This design comes from an exercise in tuning for a short achievable clock period and few clock cycles on the open sky130 flow, not from production work.
In this exercise RTL edits were held to simulation tests only and were not proved equivalent to the original.
Power and IR drop assume default switching activity.

==> design.v <==
module scs_core (
    input  wire        clk,
    input  wire        rst,           
    input  wire [31:0] textsize,
    input  wire [31:0] datasize,
    input  wire [31:0] dataend,
    output wire        imem_en,
    output wire [31:0] imem_addr,
    input  wire [31:0] imem_rdata,
    output reg         dmem_en,
    output reg         dmem_we,
    output reg  [31:0] dmem_addr,
    output reg  [31:0] dmem_wdata,
    input  wire [31:0] dmem_rdata,
    output wire        halted,
    output wire        faulted,
    output reg  [2:0]  fault_kind,
    output reg  [31:0] fault_addr,
    output reg         warn_valid,
    output reg  [1:0]  warn_kind,
    output reg  [31:0] warn_addr,
    input  wire [4:0]  dbg_sel,
    output reg  [31:0] dbg_data
);
    localparam OP_ILLOP  = 6'd0;
    localparam OP_NOP    = 6'd1;
    localparam OP_LOAD   = 6'd2;
    localparam OP_STORE  = 6'd3;
    localparam OP_ADD    = 6'd4;
    localparam OP_SUB    = 6'd5;
    localparam OP_BRANCH = 6'd6;
    localparam OP_CALL   = 6'd7;
    localparam OP_RET    = 6'd8;
    localparam OP_PUSH   = 6'd9;
    localparam OP_POP    = 6'd10;
    localparam OP_HALT   = 6'd11;
    localparam CC_UNKNOWN  = 2'd0;
    localparam CC_ZERO     = 2'd1;
    localparam CC_POSITIVE = 2'd2;
    localparam CC_NEGATIVE = 2'd3;
    localparam F_NONE      = 3'd0;
    localparam F_ILLEGAL   = 3'd2;
    localparam F_CONDITION = 3'd3;
    localparam F_IMMEDIATE = 3'd4;
    localparam F_SEGTEXT   = 3'd5;
    localparam F_SEGDATA   = 3'd6;
    localparam F_SEGSTACK  = 3'd7;
    localparam W_HALT       = 2'd1;
    localparam W_PUSHSTATIC = 2'd2;
    localparam S_FETCH   = 2'd0;
    localparam S_DECODE  = 2'd1;
    localparam S_EXEC    = 2'd2;
    localparam S_STOPPED = 2'd3;
    reg [1:0]  state;
    reg [31:0] regs [0:15];
    reg [31:0] pc;
    reg [1:0]  cc;
    reg [31:0] ir;
    reg [31:0] ea_q;
    reg        halt_q;
    wire [31:0] sp = regs[15];
    function valid_data(input [31:0] v);
        valid_data = (v[31] == 1'b0) && (v < datasize);
    endfunction
    function [1:0] sign_of(input [31:0] v);
        if (v == 32'd0)
            sign_of = CC_ZERO;
        else if (v[31])
            sign_of = CC_NEGATIVE;
        else
            sign_of = CC_POSITIVE;
    endfunction
    wire pc_valid = (pc[31] == 1'b0) && (pc < textsize);
    assign imem_en   = (state == S_FETCH) && pc_valid;
    assign imem_addr = pc;
    wire [5:0]  d_op     = imem_rdata[5:0];
    wire        d_imm    = imem_rdata[6];
    wire        d_idx    = imem_rdata[7];
    wire [3:0]  d_rindex = imem_rdata[15:12];
    wire [31:0] d_offset = {{16{imem_rdata[31]}}, imem_rdata[31:16]};
    wire [31:0] d_abs    = {12'd0, imem_rdata[31:12]};
    wire [31:0] d_ea     = d_idx ? regs[d_rindex] + d_offset : d_abs;
    wire d_read_ea  = !d_imm && (d_op == OP_LOAD || d_op == OP_ADD ||
                                 d_op == OP_SUB  || d_op == OP_PUSH);
    wire d_read_top = (d_op == OP_RET) || (d_op == OP_POP);
    wire [5:0]  e_op   = ir[5:0];
    wire        e_imm  = ir[6];
    wire [3:0]  e_r    = ir[11:8];
    wire [31:0] e_immv = {{12{ir[31]}}, ir[31:12]};
    wire [31:0] pc_next = pc + 32'd1;
    wire [31:0] sp_dec  = sp - 32'd1;
    wire [31:0] sp_inc  = sp + 32'd1;
    wire push_ok = (sp != 32'd0) && valid_data(sp);
    wire pop_ok  = valid_data(sp_inc);
    wire ea_ok   = valid_data(ea_q);
    wire [31:0] operand = e_imm ? e_immv : dmem_rdata;
    wire        op_ok   = e_imm || ea_ok;
    reg cond_bad;
    reg jump;
    always @(*) begin
        cond_bad = 1'b0;
        jump     = 1'b0;
        if (e_r > 4'd6) begin
            cond_bad = 1'b1;
        end else if (e_r == 4'd0) begin
            jump = 1'b1;
        end else if (cc == CC_UNKNOWN) begin
            cond_bad = 1'b1;
        end else begin
            case (e_r)
                4'd1: jump = (cc == CC_ZERO);
                4'd2: jump = (cc != CC_ZERO);
                4'd3: jump = (cc == CC_POSITIVE);
                4'd4: jump = (cc == CC_POSITIVE) || (cc == CC_ZERO);
                4'd5: jump = (cc == CC_NEGATIVE);
                default: jump = (cc == CC_NEGATIVE) || (cc == CC_ZERO);
            endcase
        end
    end
    wire [31:0] add_res = regs[e_r] + operand;
    wire [31:0] sub_res = regs[e_r] - operand;
    reg        x_fault;
    reg [2:0]  x_kind;
    reg        x_wreg;
    reg [3:0]  x_wreg_idx;
    reg [31:0] x_wreg_val;
    reg        x_setcc;
    reg        x_wsp;
    reg [31:0] x_sp_val;
    reg        x_wmem;
    reg [31:0] x_wmem_addr;
    reg [31:0] x_wmem_val;
    reg        x_jump;
    reg [31:0] x_target;
    reg        x_halt;
    reg        x_warn_push;
    always @(*) begin
        x_fault     = 1'b0;
        x_kind      = F_NONE;
        x_wreg      = 1'b0;
        x_wreg_idx  = e_r;
        x_wreg_val  = 32'd0;
        x_setcc     = 1'b0;
        x_wsp       = 1'b0;
        x_sp_val    = sp;
        x_wmem      = 1'b0;
        x_wmem_addr = ea_q;
        x_wmem_val  = 32'd0;
        x_jump      = 1'b0;
        x_target    = ea_q;
        x_halt      = 1'b0;
        x_warn_push = 1'b0;
        case (e_op)
            OP_NOP: ;
            OP_LOAD: begin
                if (!op_ok) begin
                    x_fault = 1'b1; x_kind = F_SEGDATA;
                end else begin
                    x_wreg = 1'b1; x_wreg_val = operand; x_setcc = 1'b1;
                end
            end
            OP_STORE: begin
                if (e_imm) begin
                    x_fault = 1'b1; x_kind = F_IMMEDIATE;
                end else if (!ea_ok) begin
                    x_fault = 1'b1; x_kind = F_SEGDATA;
                end else begin
                    x_wmem = 1'b1; x_wmem_val = regs[e_r];
                end
            end
            OP_ADD, OP_SUB: begin
                if (!op_ok) begin
                    x_fault = 1'b1; x_kind = F_SEGDATA;
                end else begin
                    x_wreg = 1'b1; x_setcc = 1'b1;
                    x_wreg_val = (e_op == OP_ADD) ? add_res : sub_res;
                end
            end
            OP_BRANCH: begin
                if (e_imm) begin
                    x_fault = 1'b1; x_kind = F_IMMEDIATE;
                end else if (cond_bad) begin
                    x_fault = 1'b1; x_kind = F_CONDITION;
                end else begin
                    x_jump = jump;
                end
            end
            OP_CALL: begin
                if (e_imm) begin
                    x_fault = 1'b1; x_kind = F_IMMEDIATE;
                end else if (cond_bad) begin
                    x_fault = 1'b1; x_kind = F_CONDITION;
                end else if (jump) begin
                    if (!push_ok) begin
                        x_fault = 1'b1; x_kind = F_SEGSTACK;
                    end else begin
                        x_wmem = 1'b1; x_wmem_addr = sp; x_wmem_val = pc_next;
                        x_wsp = 1'b1; x_sp_val = sp_dec;
                        x_jump = 1'b1;
                    end
                end
            end
            OP_RET: begin
                if (!pop_ok) begin
                    x_fault = 1'b1; x_kind = F_SEGSTACK;
                end else begin
                    x_jump = 1'b1; x_target = dmem_rdata;
                    x_wsp = 1'b1; x_sp_val = sp_inc;
                end
            end
            OP_PUSH: begin
                if (!push_ok) begin
                    x_fault = 1'b1; x_kind = F_SEGSTACK;
                end else if (!op_ok) begin
                    x_fault = 1'b1; x_kind = F_SEGDATA;
                end else begin
                    x_wmem = 1'b1; x_wmem_addr = sp; x_wmem_val = operand;
                    x_wsp = 1'b1; x_sp_val = sp_dec;
                    x_warn_push = (sp_dec < dataend);
                end
            end
            OP_POP: begin
                if (e_imm) begin
                    x_fault = 1'b1; x_kind = F_IMMEDIATE;
                end else if (!pop_ok) begin
                    x_fault = 1'b1; x_kind = F_SEGSTACK;
                end else if (!ea_ok) begin
                    x_fault = 1'b1; x_kind = F_SEGDATA;
                end else begin
                    x_wmem = 1'b1; x_wmem_val = dmem_rdata;
                    x_wsp = 1'b1; x_sp_val = sp_inc;
                end
            end
            OP_HALT: begin
                x_halt = 1'b1;
            end
            default: begin
                x_fault = 1'b1; x_kind = F_ILLEGAL;
            end
        endcase
    end
    always @(*) begin
        dmem_en    = 1'b0;
        dmem_we    = 1'b0;
        dmem_addr  = 32'd0;
        dmem_wdata = 32'd0;
        if (state == S_DECODE) begin
            if (d_read_ea) begin
                dmem_en   = 1'b1;
                dmem_addr = d_ea;
            end else if (d_read_top) begin
                dmem_en   = 1'b1;
                dmem_addr = sp_inc;
            end
        end else if (state == S_EXEC) begin
            if (x_wmem) begin
                dmem_en    = 1'b1;
                dmem_we    = 1'b1;
                dmem_addr  = x_wmem_addr;
                dmem_wdata = x_wmem_val;
            end
        end
    end
    integer i;
    always @(posedge clk) begin
        if (rst) begin
            state      <= S_FETCH;
            for (i = 0; i < 15; i = i + 1)
                regs[i] <= 32'd0;
            regs[15]   <= datasize - 32'd1;
            pc         <= 32'd0;
            cc         <= CC_UNKNOWN;
            ir         <= 32'd0;
            ea_q       <= 32'd0;
            halt_q     <= 1'b0;
            fault_kind <= F_NONE;
            fault_addr <= 32'd0;
            warn_valid <= 1'b0;
            warn_kind  <= 2'd0;
            warn_addr  <= 32'd0;
        end else begin
            warn_valid <= 1'b0;
            case (state)
                S_FETCH: begin
                    if (!pc_valid) begin
                        fault_kind <= F_SEGTEXT;
                        fault_addr <= pc;
                        state      <= S_STOPPED;
                    end else begin
                        state <= S_DECODE;
                    end
                end
                S_DECODE: begin
                    ir    <= imem_rdata;
                    ea_q  <= d_ea;
                    state <= S_EXEC;
                end
                S_EXEC: begin
                    pc <= x_jump ? x_target : pc_next;
                    if (x_fault) begin
                        fault_kind <= x_kind;
                        fault_addr <= pc;
                        state      <= S_STOPPED;
                    end else begin
                        if (x_wreg)
                            regs[x_wreg_idx] <= x_wreg_val;
                        if (x_wsp)
                            regs[15] <= x_sp_val;
                        if (x_setcc)
                            cc <= sign_of(x_wreg_val);
                        if (x_halt) begin
                            halt_q     <= 1'b1;
                            warn_valid <= 1'b1;
                            warn_kind  <= W_HALT;
                            warn_addr  <= pc;
                            state      <= S_STOPPED;
                        end else begin
                            if (x_warn_push) begin
                                warn_valid <= 1'b1;
                                warn_kind  <= W_PUSHSTATIC;
                                warn_addr  <= pc;
                            end
                            state <= S_FETCH;
                        end
                    end
                end
                default: ;
            endcase
        end
    end
    assign halted  = halt_q;
    assign faulted = (fault_kind != F_NONE);
    always @(*) begin
        if (dbg_sel < 5'd16)
            dbg_data = regs[dbg_sel[3:0]];
        else if (dbg_sel == 5'd16)
            dbg_data = pc;
        else if (dbg_sel == 5'd17)
            dbg_data = {30'd0, cc};
        else
            dbg_data = 32'd0;
    end
endmodule
==> run.sh <==
#!/bin/bash
# synth_recipe.tcl (not shown) runs the flow's synth.tcl, then flattens the netlist and writes it again
# the make line also repeats each setting of config.mk as NAME=value (left out here)
make -C /OpenROAD-flow-scripts/flow DESIGN_CONFIG=/design/flow/config.mk WORK_HOME=/design/flow/orfs CLKGATE_MAP_FILE= SYNTH_SCRIPT=/design/flow/synth_recipe.tcl finish
==> config.mk <==
export PLATFORM = sky130hd
export DESIGN_NAME = scs_core
export DESIGN_NICKNAME = scs_core
export VERILOG_FILES = /design/flow/design.v
export SDC_FILE = /design/flow/constraint.sdc
export NUM_CORES = 4
export LEC_CHECK = 0
export CAP_MARGIN = 20
export CORE_MARGIN = 2
export CORE_UTILIZATION = 40
export PLACE_DENSITY = 0.6
export SLEW_MARGIN = 20
==> constraint.sdc <==
create_clock -name core_clock -period 12.0 [get_ports {clk}]
set_input_delay 2.4000 -clock core_clock [delete_from_list [all_inputs] [get_ports {clk}]]
set_output_delay 2.4000 -clock core_clock [all_outputs]
set_load 0.01 [all_outputs]
==> flow_summary.yaml <==
clocking:
  post_cts_buffers: 0
  clock_sinks: 686
  cts-root-buf: "clkbuf_16"
  cts_buffers: 82
  worstSkewPairLatency_ps: 710
  htree_levels: 3
  clock_path_buffers: 3
  tritoncts: "yes"
  cts_resized: 0
  cts_hold_buf: 0
  cts.clk_slew.worst_paths_ps: 70
status:
  status: "timing/DRC/antenna clean"
sta:
  finalCritPeriodShare_pct: 88.9
  slew-limit-headroom_pct: 18.7
  fmaxAchievable_ghz: 0.0937
  drv_slew: 0
  fin_worst_skew_ps: 40.5
  setup_tns_ps: 0
  period_needed_ps: 10670
  finalSetupViolCount: 0
  hold_violations: 0
  rsz0062_at_grt: "false"
  tightest_slew_ps: 1220
logic_synthesis:
  synth-seq-cells: 686
  netlist_top_cells_count: "nor2_1, edfxtp_1, mux4_2, clkbuf_1, nand2_1"
  synth_edf_count: 512
  synth_most_common_cell: "nor2_1"
  syn_inst: 4657
  syn_area_per_cell_um2: 10.8
  yosys.area.top_type_share_pct: 30.5
  synth_ff_type: "edfxtp_1"
  synth_area_mm2: 0.0504
  yosysWarningCount: 1
  synth_top_cell_by_area: "edfxtp_1"
  synth.top_cells.by_area: "edfxtp_1, mux4_2, dfxtp_1"
  yosysSeqAreaShare_pct: 37.4
  yosysUniqueCellTypes: 93
  syn_nets: 5053
  synth-async-reset-ratio_pct: 0
routing:
  routed_wl_um: 231000
  ant_nets: 0
  avgRoutedWirePerCell_um: 35.1
  vias: 43800
  drt_iter0_drc: 6138
  viasPerCell: 6.64
  dr.pass1.iters: 8
  drc: 0
worst_setup_path:
  cpPeakStageDelay_ps: 600
  r2r_setup_slack_ps: 4290
  crit_arrival_ps: 8270
  worstPathCellList: "clkbuf_8 -> buf_4 -> mux4_2 -> mux4_2 -> ha_1 -> o21ai_0 -> o21bai_1 -> o21ai_0 -> a2111oi_0 -> buf_4 -> o2111ai_1 -> a31oi_1 -> or4_1 -> a31oi_1 -> xnor2_1 -> o21ai_0 -> clkdlybuf4s50_1"
  critPathRequiredTime_ps: 9600
  path_class: "in2out"
  crit_path_start_kind: "primary input"
  cpMaxStageDelayCell: "clkdlybuf4s50_1"
  path_max_fanout: 47
  path_common_cell: "o21ai_0"
  crit_path_end_kind: "output port"
pwr:
  total_power_mw: 9.20
  swShare_pct: 39.4
  power_frac_comb_pct: 38.6
  seqPwrFrac_pct: 32.1
  vdd_drop_max_v: 0.000111
  clkPwrFrac_pct: 29.3
  p_switching_mw: 3.62
  power_leakage_nw: 20.9
  p_per_area_mw_per_mm2: 157
  p_int_mw: 5.57
grt:
  grt_usage_pct: 35.1
  globalRouteOverflowTotal: 0
  first_global_vias: 41600
  gr-usage-met2_pct: 51.7
  antenna_found_initial: 15
  grtUsageMet1_pct: 44.8
  top_usage_layer: "met2"
  grt_first_pass_wirelength_um: 321000
  grt_max_degree: 86
  grt_use_met3_pct: 12.1
die:
  initial_utilization_pct: 40.2
  dieWidth_um: 359
  die_h_um: 359
  coreArea_mm2: 0.125
  die-area_mm2: 0.129
  core.rowCount: 130
  top_level_ports: 370
final_layout:
  final_nets: 5253
  layout-drive-gt1-share_pct: 17.1
  syn2layout_area_growth_pct: 16.6
  stdcell_area_mm2: 0.0587
placement:
  port_buffers: 369
  gp_congestion: 0.995
  placed_area_mm2: 0.0558
  place_hpwl_um: 162000
hold_path:
  worstHoldPathType: "reg2reg"
flow_run:
  cap_violations: 0
[stage by stage]
step	std cells	worst slack (ps)	utilization (%)	hold slack (ps)
finish	6593	1330	46.9	458
global route	6578	1100	46.9	485
CTS	6573	1460	46.8	457
detailed placement	6421	1480	44.5	449
global placement	6421	1470	44.5	437
floorplan	4657	2110	-	460
[kinds of logic after synthesis]
family	share of synthesized area [%]
and+or+nand+nor	13.2
AOI/OAI and AO/OA	9.97
muxes	25.8
DFF	37.4
buffers and inverters	4.38
adders and majority gates	5.72
xor gates and xnor gates	3.46
[path summary, 6_finish.rpt]
path                       start            end  depth (start not counted)
setup / recovery  imem_rdata[12]  dmem_addr[31]                         17
hold / removal            halt_q         halt_q                          2
setup reg to reg           ir[6]          cc[1]                         23
hold reg to reg           halt_q         halt_q                          2
[layout by cell type, fill, tap and decap left out, types with 18 or more instances in the layout]
cell type / instances
nor2_1: 866
edfxtp_1: 512
mux4_2: 480
clkdlybuf4s50_1: 360
nand2_1: 241
ha_1: 225
mux2i_1: 197
inv_1: 196
a21oi_1: 183
dfxtp_1: 169
o21ai_0: 157
xnor2_1: 129
buf_4: 117
clkbuf_16: 87
nand3_1: 75
a21o_1: 73
xor2_1: 68
nor3_1: 57
a22oi_1: 47
nand4_1: 45
a211oi_1: 42
a221oi_1: 42
o22ai_1: 35
and3_1: 33
a31oi_1: 26
nand2b_1: 25
or3_1: 24
mux2_2: 20
o21a_1: 20
diode_2: 18
nor2b_1: 18
[per-layer routing]
metal / part of all wire, % / up-vias
met5: 0.040 / -
met4: 6.9 / 14
met3: 14 / 651
met1: 37 / 21900
li1: - / 18000
met2: 42 / 3205
[critical path, delay by kind of cell]
family / cells / cell delay (ps)
xor+xnor: 1 / 130
simple gates: 1 / 430
compound gates: 8 / 2210
mux: 2 / 1020
buf+inv: 4 / 1650
fa+ha+maj: 1 / 350
[power groups by stage]
| stage | Combinational (mW) | Sequential, mW | Clock [mW] |
|---|---|---|---|
| global placement | 3.41 | 3.00 | 0 |
| floorplan | 2.27 | 2.81 | 0 |
| detailed placement | 3.42 | 3.00 | 0 |
| global route | 3.71 | 2.96 | 2.78 |
| CTS | 3.43 | 2.95 | 2.70 |
| finish | 3.55 | 2.95 | 2.69 |
[state kept, by name (all words and copies together) (netlist names), named ones only]
register and cells:
warn_valid 1, ea_q 32, state 2, pc 32, warn_kind 2, cc 2
fault_kind 3, ir 31, regs 512, fault_addr 32, halt_q 1, warn_addr 32
[area by class of cell]
class	instances	area, um2
inverters	198	743
well taps	1650	2060
diodes	18	45.0
clock inverters	44	568
multi-input cells	3399	29500
clock buffers	108	2310
repair buffers	490	4650
fillers	11500	66500
flip-flops and latches	686	18900
Testbench counts, summed over its fixed seeds: cycles 175,227.

[afterwards: timing with drivers on the ports]
The flow's constraints put no driver on any port. The routed layout listed below was extracted and timed again, unchanged, in two steps. Step 1, drivers: a clkbuf_16 drives clk and a buf_2 each remaining input, both assumed. Step 2 adds t to the input delays and takes it off the output delays; t is the mean of the earliest and latest rising clock arrival at the registers after step 1. Input paths then give back, and output paths get back, about the clock's delay inside the block. Slacks: ideal / step 1 / step 2; pairs: ideal / step 1.
t, ns: 0.758
slack for setup (ns): 1.331 / 1.268 / 1.268
worst setup path after step 2: input to output
latest minus earliest clock arrival (ns): 0.045 / 0.045
worst data-port slew with drivers (ns): 0.16
After both steps this run still meets setup and hold. For this run, drivers alone change the setup slack by -0.063 ns; drivers and shift together by -0.063 ns.
